Context: an optimization exercise on an open-source flow, tuned for small area and few clock cycles. The choices shown serve that exercise and are no tape-out recipe. Function was checked by simulation only, so behaviour that the tests miss may differ from the original. Power and IR drop assume default switching activity.

==> flow/design.v <==
module framer_tx (
    input  wire        clk,
    input  wire        rst,
    input  wire        seq_reset,
    input  wire        cmd_valid,
    output wire        cmd_ready,
    input  wire [2:0]  cmd_version,
    input  wire        cmd_packet_type,
    input  wire        cmd_sec_hdr_flag,
    input  wire [15:0] cmd_apid,
    input  wire [1:0]  cmd_seq_flags,
    input  wire [47:0] cmd_timing_info,
    input  wire [7:0]  cmd_segment_number,
    input  wire [7:0]  cmd_function_code,
    input  wire [15:0] cmd_address_code,
    input  wire [16:0] cmd_payload_len,
    input  wire        cmd_include_sync,
    input  wire        pl_valid,
    output wire        pl_ready,
    input  wire [7:0]  pl_byte,
    output reg         out_valid,
    input  wire        out_ready,
    output reg  [7:0]  out_byte,
    output wire        out_last,
    output reg         err_valid
);
    localparam [1:0] S_START = 2'd0;    
    localparam [1:0] S_MARK1 = 2'd1;    
    localparam [1:0] S_HDR   = 2'd2;    
    localparam [1:0] S_BODY  = 2'd3;    
    reg [1:0]  state;
    reg [13:0] seq_cnt;
    reg [15:0] cnt;
    reg [31:0] crc;
    wire too_big = (cmd_payload_len > 17'd65521);
    wire [15:0] data_length = cmd_payload_len[15:0] + 16'd13;
    reg [7:0] hdr_byte;
    always @* begin
        case (cnt[3:0])
            4'd9:  hdr_byte = {cmd_version, cmd_packet_type, cmd_sec_hdr_flag, cmd_apid[10:8]};
            4'd8:  hdr_byte = cmd_apid[7:0];
            4'd7:  hdr_byte = {cmd_seq_flags, seq_cnt[13:8]};
            4'd6:  hdr_byte = seq_cnt[7:0];
            4'd5:  hdr_byte = data_length[15:8];
            4'd4:  hdr_byte = data_length[7:0];
            4'd3:  hdr_byte = cmd_timing_info[47:40];
            4'd2:  hdr_byte = cmd_timing_info[39:32];
            4'd1:  hdr_byte = cmd_timing_info[31:24];
            4'd0:  hdr_byte = cmd_timing_info[23:16];
            4'd15: hdr_byte = cmd_timing_info[15:8];
            4'd14: hdr_byte = cmd_timing_info[7:0];
            4'd13: hdr_byte = cmd_segment_number;
            4'd12: hdr_byte = cmd_function_code;
            4'd11: hdr_byte = cmd_address_code[15:8];
            default: hdr_byte = cmd_address_code[7:0];
        endcase
    end
    wire pay_phase = (cnt[15:4] != 12'd0) || (cnt[3:1] == 3'b111);
    wire hdr_last  = (cnt[3:0] == 4'd10);
    wire crc_last  = (cnt[1:0] == 2'b10);
    wire [31:0] crc_out = ~crc;
    reg  [7:0]  crc_byte;
    always @* begin
        case (cnt[1:0])
            2'b01:   crc_byte = crc_out[31:24];
            2'b00:   crc_byte = crc_out[23:16];
            2'b11:   crc_byte = crc_out[15:8];
            default: crc_byte = crc_out[7:0];
        endcase
    end
    wire in_start = (state == S_START);
    wire in_hdr   = (state == S_HDR) || (in_start && !cmd_include_sync);
    wire in_pay   = (state == S_BODY) && pay_phase;
    wire in_crc   = (state == S_BODY) && !pay_phase;
    always @* begin
        out_valid = 1'b0;
        out_byte  = hdr_byte;
        case (state)
            S_START: begin
                out_valid = cmd_valid && !too_big;
                out_byte  = cmd_include_sync ? 8'h55 : hdr_byte;
            end
            S_MARK1: begin
                out_valid = 1'b1;
                out_byte  = 8'hAA;
            end
            S_HDR: begin
                out_valid = 1'b1;
                out_byte  = hdr_byte;
            end
            default: begin
                out_valid = pay_phase ? pl_valid : 1'b1;
                out_byte  = pay_phase ? pl_byte : crc_byte;
            end
        endcase
    end
    assign out_last = in_crc && crc_last;
    assign pl_ready = in_pay && out_ready;
    wire xfer      = out_valid && out_ready;
    wire hdr_done  = (state == S_HDR) && hdr_last && out_ready;
    assign cmd_ready = too_big || hdr_done;
    wire        crc_first = in_hdr && (cnt[3:0] == 4'd9);
    wire [7:0]  crc_din   = in_pay ? pl_byte : hdr_byte;
    wire [31:0] crc_cur   = crc;
    reg  [31:0] crc_next;
    integer i;
    always @* begin
        crc_next = crc_cur ^ {24'd0, crc_din};
        for (i = 0; i < 8; i = i + 1) begin
            if (crc_next[0])
                crc_next = (crc_next >> 1) ^ 32'hEDB88320;
            else
                crc_next = crc_next >> 1;
        end
    end
    always @(posedge clk) begin
        if (rst || (xfer && out_last))
            crc <= 32'hFFFFFFFF;
        else if (xfer && (in_hdr || in_pay))
            crc <= crc_next;
    end
    always @(posedge clk) begin
        if (rst) begin
            state     <= S_START;
            seq_cnt   <= 14'd0;
            cnt       <= 16'd9;
            err_valid <= 1'b0;
        end else begin
            err_valid <= cmd_valid && too_big;
            if (seq_reset)
                seq_cnt <= 14'd0;
            else if (hdr_done)
                seq_cnt <= seq_cnt + 14'd1;
            if (hdr_done)
                cnt <= data_length;
            else if (xfer && state != S_MARK1 && !(in_start && cmd_include_sync))
                cnt <= cnt - 16'd1;
            case (state)
                S_START: if (xfer) state <= cmd_include_sync ? S_MARK1 : S_HDR;
                S_MARK1: if (xfer) state <= S_HDR;
                S_HDR:   if (hdr_done) state <= S_BODY;
                default: if (xfer && !pay_phase && crc_last) state <= S_START;
            endcase
        end
    end
endmodule
==> flow/flow/run.sh <==
#!/bin/bash
# Standard synthesis; then its combinational logic is re-mapped for area
# (registers untouched: same cells, same names) in a few rounds of ABC
# deepsyn runs with different seeds, keeping the smallest netlist; then the
# standard layout with buf_1 port buffers and a small CTS without dummy loads.
set -uo pipefail
RES=orfs/results/${FLOW_PLATFORM}/framer_tx/base
LIB=${FLOW_HOME}/platforms/${FLOW_PLATFORM}/lib/sky130_fd_sc_hd__tt_025C_1v80.lib
NJ=${NUM_CORES:-4}
ROUNDS=3
T=120

bash standard.sh synth > synth.log 2>&1 || exit 1
cp $RES/1_2_yosys.v 1_2_yosys.std.v

area() { grep "Chip area for module" "$1" | awk '{print $NF}'; }
mkdir -p reopt
best=1_2_yosys.std.v
best_area=999999999
seed=1
for r in $(seq 1 $ROUNDS); do
  for j in $(seq 1 $NJ); do
    o=reopt/r${r}_s${seed}
    sed "s#@T@#$T#; s#@S@#$seed#" flow/deep.abc > $o.abc
    sed "s#@LIB@#${LIB}#g; s#@IN@#$best#; s#@ABC@#$o.abc#; s#@OUT@#$o#g" flow/reopt.ys > $o.ys
    (yosys -s $o.ys > $o.log 2>&1) &
    seed=$((seed + 1))
  done
  wait
  for s in reopt/r${r}_s*.stat; do
    o=${s%.stat}
    a=$(area $s)
    [ -n "$a" ] && [ -s $o.v ] || continue
    echo "round $r $o area $a" >> reopt.log
    if awk -v a="$a" -v b="$best_area" 'BEGIN{exit !(a < b)}'; then
      best=$o.v; best_area=$a
    fi
  done
  echo "round $r best $best $best_area" >> reopt.log
done

if [ "$best" != 1_2_yosys.std.v ]; then
  cp $best 1_2_yosys.reopt.v
  cp 1_2_yosys.reopt.v $RES/1_2_yosys.v
  touch $RES/1_2_yosys.v
fi

export BUFFER_PORTS_ARGS="-buffer_cell sky130_fd_sc_hd__buf_1"
export CTS_ARGS="-sink_clustering_enable -repair_clock_nets -dont_use_dummy_load -buf_list sky130_fd_sc_hd__clkbuf_4 -root_buf sky130_fd_sc_hd__clkbuf_8"
bash standard.sh > standard.log 2>&1
==> flow/flow/abc.constr <==
set_driving_cell sky130_fd_sc_hd__buf_1
set_load 10.0
==> flow/flow/deep.abc <==
strash
&get -n
&deepsyn -T @T@ -S @S@
&put
dch -f
amap
topo
stime -c
buffer -c
upsize -c
dnsize -c
==> flow/flow/reopt.ys <==
# re-map the combinational logic of a netlist for area; the registers
# stay the same cells with the same names
read_liberty -ignore_miss_func @LIB@
read_verilog @IN@
hierarchy -top framer_tx
setattr -mod -set keep_hierarchy 1 sky130_fd_sc_hd__dfxtp_* sky130_fd_sc_hd__edfxtp_*
flatten
blackbox sky130_fd_sc_hd__dfxtp_* sky130_fd_sc_hd__edfxtp_*
opt -purge
abc -D 5000 -constr flow/abc.constr -script @ABC@ -liberty @LIB@ -dont_use *probe* -dont_use *lpflow*
setundef -zero
opt_clean -purge
hilomap -singleton -hicell sky130_fd_sc_hd__conb_1 HI -locell sky130_fd_sc_hd__conb_1 LO
insbuf -buf sky130_fd_sc_hd__buf_4 A X
opt_clean -purge
hierarchy -top framer_tx
tee -o @OUT@.stat stat -liberty @LIB@
write_verilog -noattr -nohex -nodec @OUT@.v
==> flow/standard.sh <==
#!/bin/bash
# synth_recipe.tcl (not shown) runs the flow's synth.tcl, then flattens the netlist and writes it again
# the make line also repeats each setting of config.mk as NAME=value (left out here)
make -C /OpenROAD-flow-scripts/flow DESIGN_CONFIG=/design/flow/config.mk WORK_HOME=/design/flow/orfs CLKGATE_MAP_FILE= SYNTH_SCRIPT=/design/flow/synth_recipe.tcl "${@:-finish}"
==> flow/config.mk <==
export PLATFORM = sky130hd
export DESIGN_NAME = framer_tx
export DESIGN_NICKNAME = framer_tx
export VERILOG_FILES = /design/flow/design.v
export SDC_FILE = /design/flow/constraint.sdc
export NUM_CORES = 4
export LEC_CHECK = 0
export CAP_MARGIN = 20
export CORE_MARGIN = 2
export CORE_UTILIZATION = 60
export SLEW_MARGIN = 20
==> flow/constraint.sdc <==
create_clock -name core_clock -period 5.0 [get_ports {clk}]
set_input_delay 1.0000 -clock core_clock [delete_from_list [all_inputs] [get_ports {clk}]]
set_output_delay 1.0000 -clock core_clock [all_outputs]
set_load 0.01 [all_outputs]
==> results of run 1 <==
==> cells in the final DEF, fill, tap and decap left out, types with 15 or more instances in the layout <==
cell type,count
a211oi_1,15
a21oi_1,44
buf_1,142
buf_4,51
dfxtp_1,65
inv_1,70
nand2_1,54
nor2_1,99
o21ai_0,31
o22ai_1,61
==> per-layer routing <==
| layer | track usage (%) | share of wire (%) | vias to the layer above |
|---|---|---|---|
| li1 | - | - | 2750 |
| met5 | 0 | 0 | - |
| met4 | 29.49 | 6.7 | 0 |
| met3 | 8.932 | 11 | 100 |
| met2 | 67.97 | 47 | 451 |
| met1 | 44.92 | 36 | 2681 |
==> area by class of cell <==
type / instances / area (um2)
multi-input cells: 477 / 2833
fillers: 575 / 1629
flip-flops and latches: 65 / 1301
repair buffers: 193 / 915.9
inverters: 87 / 326.6
clock buffers: 9 / 123.9
well taps: 99 / 123.9
==> worst min path at each step <==
stage,endpoint,slack [ns],from,depth (start not counted)
after floorplan,seq_cnt[13],0.44,seq_cnt[13],1
after global placement,seq_cnt[13],0.45,seq_cnt[13],1
after detailed placement,crc[12],0.46,crc[20],1
after CTS,crc[12],0.45,crc[20],1
after global routing,crc[12],0.48,crc[20],1
final,crc[12],0.46,crc[20],1
==> flip-flops by register name (all words and copies together), names as in the netlist <==
| register | count |
|---|---|
| crc | 32 |
| cnt | 16 |
| seq_cnt | 14 |
| state | 2 |
| err_valid | 1 |
==> through the flow <==
stage               instances  setup TNS [ns]  worst slack, ns  hold slack, ns
finish                    930               0           0.2699          0.4577
CTS                       930               0           0.2891          0.4513
global route              930       -0.002859        -0.002859          0.4801
global placement          921               0          0.09597          0.4469
floorplan                 648               0           0.7219          0.4367
detailed placement        921        -0.07094         -0.06611          0.4610
==> critical path: cells and delay by family <==
| kind | cells | cell delay, ns |
|---|---|---|
| buffers and inverters | 7 | 0.68 |
| and+or+nand+nor | 16 | 1.39 |
| AOI/OAI and AO/OA | 8 | 1.85 |
==> where the power goes <==
| part | leakage (nW) | switching [mW] | internal [mW] | total, mW |
|---|---|---|---|---|
| clock | 0.0647 | 0.186 | 0.160 | 0.347 |
| combinational | 1.59 | 0.521 | 0.378 | 0.900 |
| sequential | 0.528 | 0.0450 | 0.564 | 0.609 |
==> what timing repair did <==
action / in CTS / in global routing
hold endpoints to repair: 0 / 0
setup buffers: 0 / 0
setup endpoints to repair: 0 / 9
resized for setup: 0 / 6
==> out/results.ini, run 1 <==
[cells_and_area]
layout-drive-gt1-share_pct=14.68
final_core_util_pct=77.54
final_design_area_no_fill_um2=5624
insertedDiodeCount=0
syn_to_final_growth_pct=24.52
final_nets=968

[setup_path]
ff2ff_path_depth=27
worst_path_max_delay_cell=a221oi_2
critPathArrivalTime_ns=4.95
worstPathRequired_ns=5.22
setup.worst_path.start_class=input pin
crit_path_launch=cmd_payload_len[1]
critical_path.reg2reg.startpoint=cnt[9]
setup.worst_path.class=in2reg
crit_path_end_kind=flop
crit_path_max_fanout=5
cpMostUsedCell=nand2_2
crit_path_max_incr_delay_ns=0.34
r2r_end=cnt[15]
reg2reg_setup_slack_ns=0.37
timing.critical_path.to=crc[20]

[power_and_ir_drop]
power.total_mw=1.856
vdd.ir_drop.worst_uv=288.5
power.density_cell_area_nw_per_um2=329.9
p_leak_nw=2.186

[synth]
syn-cell-area_um2=4517
synth_warnings=1
syn_inst=648
post_synth.cell_area_avg_um2=6.970
postSynthNetCount=783

[routing]
num_vias=5982
detail_route.vias_per_cell=6.432
post_drt_wl_per_cell_um=18.54
drc=0
detail_route.first_pass.iterations=7
drtAntennaViolNets=0
finalWirelength_mm=17.25
drt_first_iter_violations=520

[sta]
finalHoldViolCount=0
final-setup-viol-count=0
period_share_pct=94.60
report.final.slew_viol_count=0
worst_pin_slew_ns=0.9264
final_period_minus_worst_setup_slack_ns=4.730
relSlewSlack_pct=38.24
rsz0062_at_grt=true
clock_skew_ns=0.01644
timing.fmax_mhz=211.4

[global_route]
grt_overall_usage_pct=40.49
antenna_violations_before_repair=0
globalRoute.totalOverflow=0
grt_pass1_wl_mm=26.57
largest_net_degree_at_the_start_of_global_routing=21
number_of_global_route_vias_before_repair=5695

[floorplanning]
die_footprint_um2=8238
floorplan.die.height_um=90.77
rows=31
floorplan_die_width_um=90.77
start_util_pct=62.27
design.portCount=148
core-area_um2=7253

[clocking]
cts.root.buffer_cell=clkbuf_8
cts_hold_buf=0
number_of_buffers_between_clock_root_and_the_deepest_sink=2
path_clk_slew_ns=0.07
clkLatencyLatePin_ns=0.34
clock-sinks=65
clock_tree_from_tritoncts=done
cts_max_level=3
cts_buffers=9

[worst_hold_path]
min_path_type=reg2reg

[placement]
place.detailed.hpwl_mm=13.38
detailed_place.area_um2=5482
number_of_port_buffers=142
final_replace_weighted_congestion=1.008

[status]
outcome=no timing/DRC/antenna violations

[flow_run]
drv_cap=0

Testbench counts, summed over its fixed seeds: cycles 39,187.
==> run 2: changes to the inputs <==
==> flow/flow/deep.abc (replaced) <==
strash
&get -n
&deepsyn -T @T@ -S @S@
&put
dch -f
amap
topo
stime -c
buffer -c -G 600 -S 200
upsize -c
dnsize -c
==> out/results.ini, run 2 <==
[clocking]
clock_tree_from_tritoncts=done
path_clk_slew_ns=0.08
clock-sinks=65
cts_buffers=9
number_of_buffers_between_clock_root_and_the_deepest_sink=2
cts.root.buffer_cell=clkbuf_8
cts_hold_buf=0
cts_max_level=3
clkLatencyLatePin_ns=0.36

[sta]
period_share_pct=95.04
worst_pin_slew_ns=0.7415
timing.fmax_mhz=210.4
relSlewSlack_pct=49.29
final-setup-viol-count=0
worst_slack_ns=0.2479
clock_skew_ns=0.01894
setup_tns_ns=0
final_period_minus_worst_setup_slack_ns=4.752
finalHoldViolCount=0
report.final.slew_viol_count=0

[global_route]
grt_overall_usage_pct=40.58
largest_net_degree_at_the_start_of_global_routing=33
number_of_global_route_vias_before_repair=5448
antenna_violations_before_repair=0
globalRoute.totalOverflow=0
grt_pass1_wl_mm=26.57

[setup_path]
reg2reg_setup_slack_ns=0.74
critPathArrivalTime_ns=3.75
setup.worst_path.start_class=input pin
r2r_end=cnt[15]
ff2ff_path_depth=22
cpMostUsedCell=nand2_2
timing.critical_path.cells=buf_1, nand2_2, nand2_2, or2_4, nand2_2, inv_2, nand2_2, inv_2, nand2_2, inv_2, nand2_2, inv_2, nand2_2, inv_2, o21ai_0, a2111oi_1, nor4_1, buf_4, nand4_1, o21ai_0, o2111a_1, buf_1
critical_path.reg2reg.startpoint=cnt[4]
worstPathRequired_ns=4.00
setup.worst_path.class=in2out
crit_path_launch=cmd_payload_len[0]
crit_path_max_incr_delay_ns=0.35
crit_path_max_fanout=3
crit_family=simple AND/OR/NAND/NOR gates
worst_path_max_delay_cell=nor4_1
crit_path_end_kind=output pin
critPathBufInv=8

[power_and_ir_drop]
p_leak_nw=2.109
net-switching-power_mw=0.5753
power.total_mw=1.528
internal_power_component_mw=0.9530
power.density_cell_area_nw_per_um2=273.8
power.share.combinational_pct=38.3
netSwitchingFraction_pct=37.65
vdd.ir_drop.worst_uv=218.6
clock_power_share_pct=23.0
power_frac_seq_pct=38.7

[floorplanning]
die_footprint_um2=8323
floorplan.die.height_um=91.23
core-area_um2=7292
rows=31
start_util_pct=62.61
floorplan_die_width_um=91.23
design.portCount=148

[placement]
place.detailed.hpwl_mm=13.30
final_replace_weighted_congestion=0.9931
number_of_port_buffers=142
dpl_ws_ns=-0.1466
post-place-cells=920

[synth]
postSynthNetCount=799
syn_inst=664
post_synth.cell_area_avg_um2=6.876
syn-cell-area_um2=4566
synth_warnings=1

[cells_and_area]
final_nets=968
syn_to_final_growth_pct=22.28
insertedDiodeCount=0
stdcell_count=930
final_cell_mix=buf_1, nor2_1, dfxtp_1, inv_1, o21ai_0
registers.top_by_ff_count=crc
layout-drive-gt1-share_pct=13.72
largest_registers=crc x32, cnt x16, seq_cnt x14
layout.cells.most_common=buf_1
largest_reg_flops=32

[routing]
detail_route.vias_per_cell=6.308
detail_route.first_pass.iterations=5
num_vias=5866
drt_first_iter_violations=488
drc=0
post_drt_wl_per_cell_um=18.85
finalWirelength_mm=17.53
drtAntennaViolNets=0

[flow_run]
drv_cap=0

[worst_hold_path]
worstHoldPathCells=1
min-delay-start=seq_cnt[13]
end_point_of_the_worst_hold_path=seq_cnt[13]
min_path_type=reg2reg

[status]
outcome=no timing/DRC/antenna violations

run 2: cell type report:
cell class	instances	area, um2
tap	99	123.9
fill	604	1709
timing repair buffer	180	818.3
clock buffer	9	123.9
sequential	65	1301
inverter	76	285.3
multi-input combinational	501	2930
run 2: worst register-to-register path: stages (launching register included):
cell and delay [ns]:
dfxtp_1 0.32, nor4_1 0.35, o2111ai_1 0.24, nand3_1 0.30, o32ai_1 0.17, nor2_2 0.22
o21ai_2 0.15, nor2_1 0.15, nand2_1 0.12, nor2_1 0.24, nand2_1 0.13, nor2_1 0.21
nand2_1 0.13, nor2_1 0.13, inv_1 0.11, nor4_4 0.29, nand2_1 0.14, nor2_1 0.19
nand2_1 0.12, nor2_1 0.17, nand2_1 0.08, o211ai_1 0.07, o21ai_0 0.10
run 2: repair_timing:
action	in CTS	in global routing
buffers inserted	0	1
gates resized for setup	0	11
endpoints found under the setup margin	0	11
run 2: worst max-delay path by stage:
stage | endpoint | slack (ns) | depth (start not counted)
after global routing | crc[18] | -0.14 | 30
after floorplan | crc[18] | 0.69 | 38
final | out_byte[1] | 0.25 | 22
after global placement | cnt[15] | 0.09 | 24
after detailed placement | cnt[15] | -0.15 | 24
after CTS | cnt[15] | 0.22 | 24
run 2: per-stage QoR:
stage               cell area, um2  hold WS (ns)  utilization [%]
floorplan                     4566        0.4220                -
global placement              5414        0.4326            74.25
detailed placement            5414        0.4489            74.25
CTS                           5538        0.4717            75.94
global route                  5583        0.4917            76.56
finish                        5583        0.4763            76.56
run 2: metal layers:
layer / global-route usage (%) / vias up / wire, um
li1: - / 2745 / -
met3: 8.714 / 73 / 1789
met4: 25.38 / 0 / 921
met5: 0 / - / 0
met1: 46.01 / 2627 / 6421
met2: 69.14 / 421 / 8398
run 2: power by group through the flow:
stage	combinational [mW]	sequential [mW]	clock (mW)
after global routing	0.629	0.595	0.367
after detailed placement	0.557	0.601	0
after CTS	0.561	0.589	0.350
after global placement	0.542	0.599	0
after floorplan	0.347	0.587	0
final	0.585	0.591	0.352

==> re-timing with driven ports <==
The results above use ideal ports. As a check the final layouts listed here were re-extracted and re-timed, cells and wires unchanged.
Step 1: set_driving_cell puts a clkbuf_16 on clk and a buf_2 on each other input, an assumption about the parent block.
Step 2 adds t to the input delays and takes it off the output delays; t is the mean of the earliest and latest rising clock arrival at the registers after step 1. Input paths then give back, and output paths get back, about the clock's delay inside the block.
a / b / c = ideal / step 1 / step 2; a / b = the first two.
| run | t (ns) | slack for setup (ns) | worst setup path after step 2 | latest minus earliest clock arrival (ns) |
|---|---|---|---|---|
| run 1 | 0.370 | 0.270 / 0.273 / -0.097 | input to register | 0.016 / 0.016 |
| run 2 | 0.379 | 0.248 / 0.224 / -0.079 | input to register | 0.019 / 0.019 |
With both steps, setup timing fails in run 1 and run 2, where it was met with ideal ports. The setup slack of run 1, which loses most, moves by +0.003 ns with the drivers and by -0.367 ns with both steps.
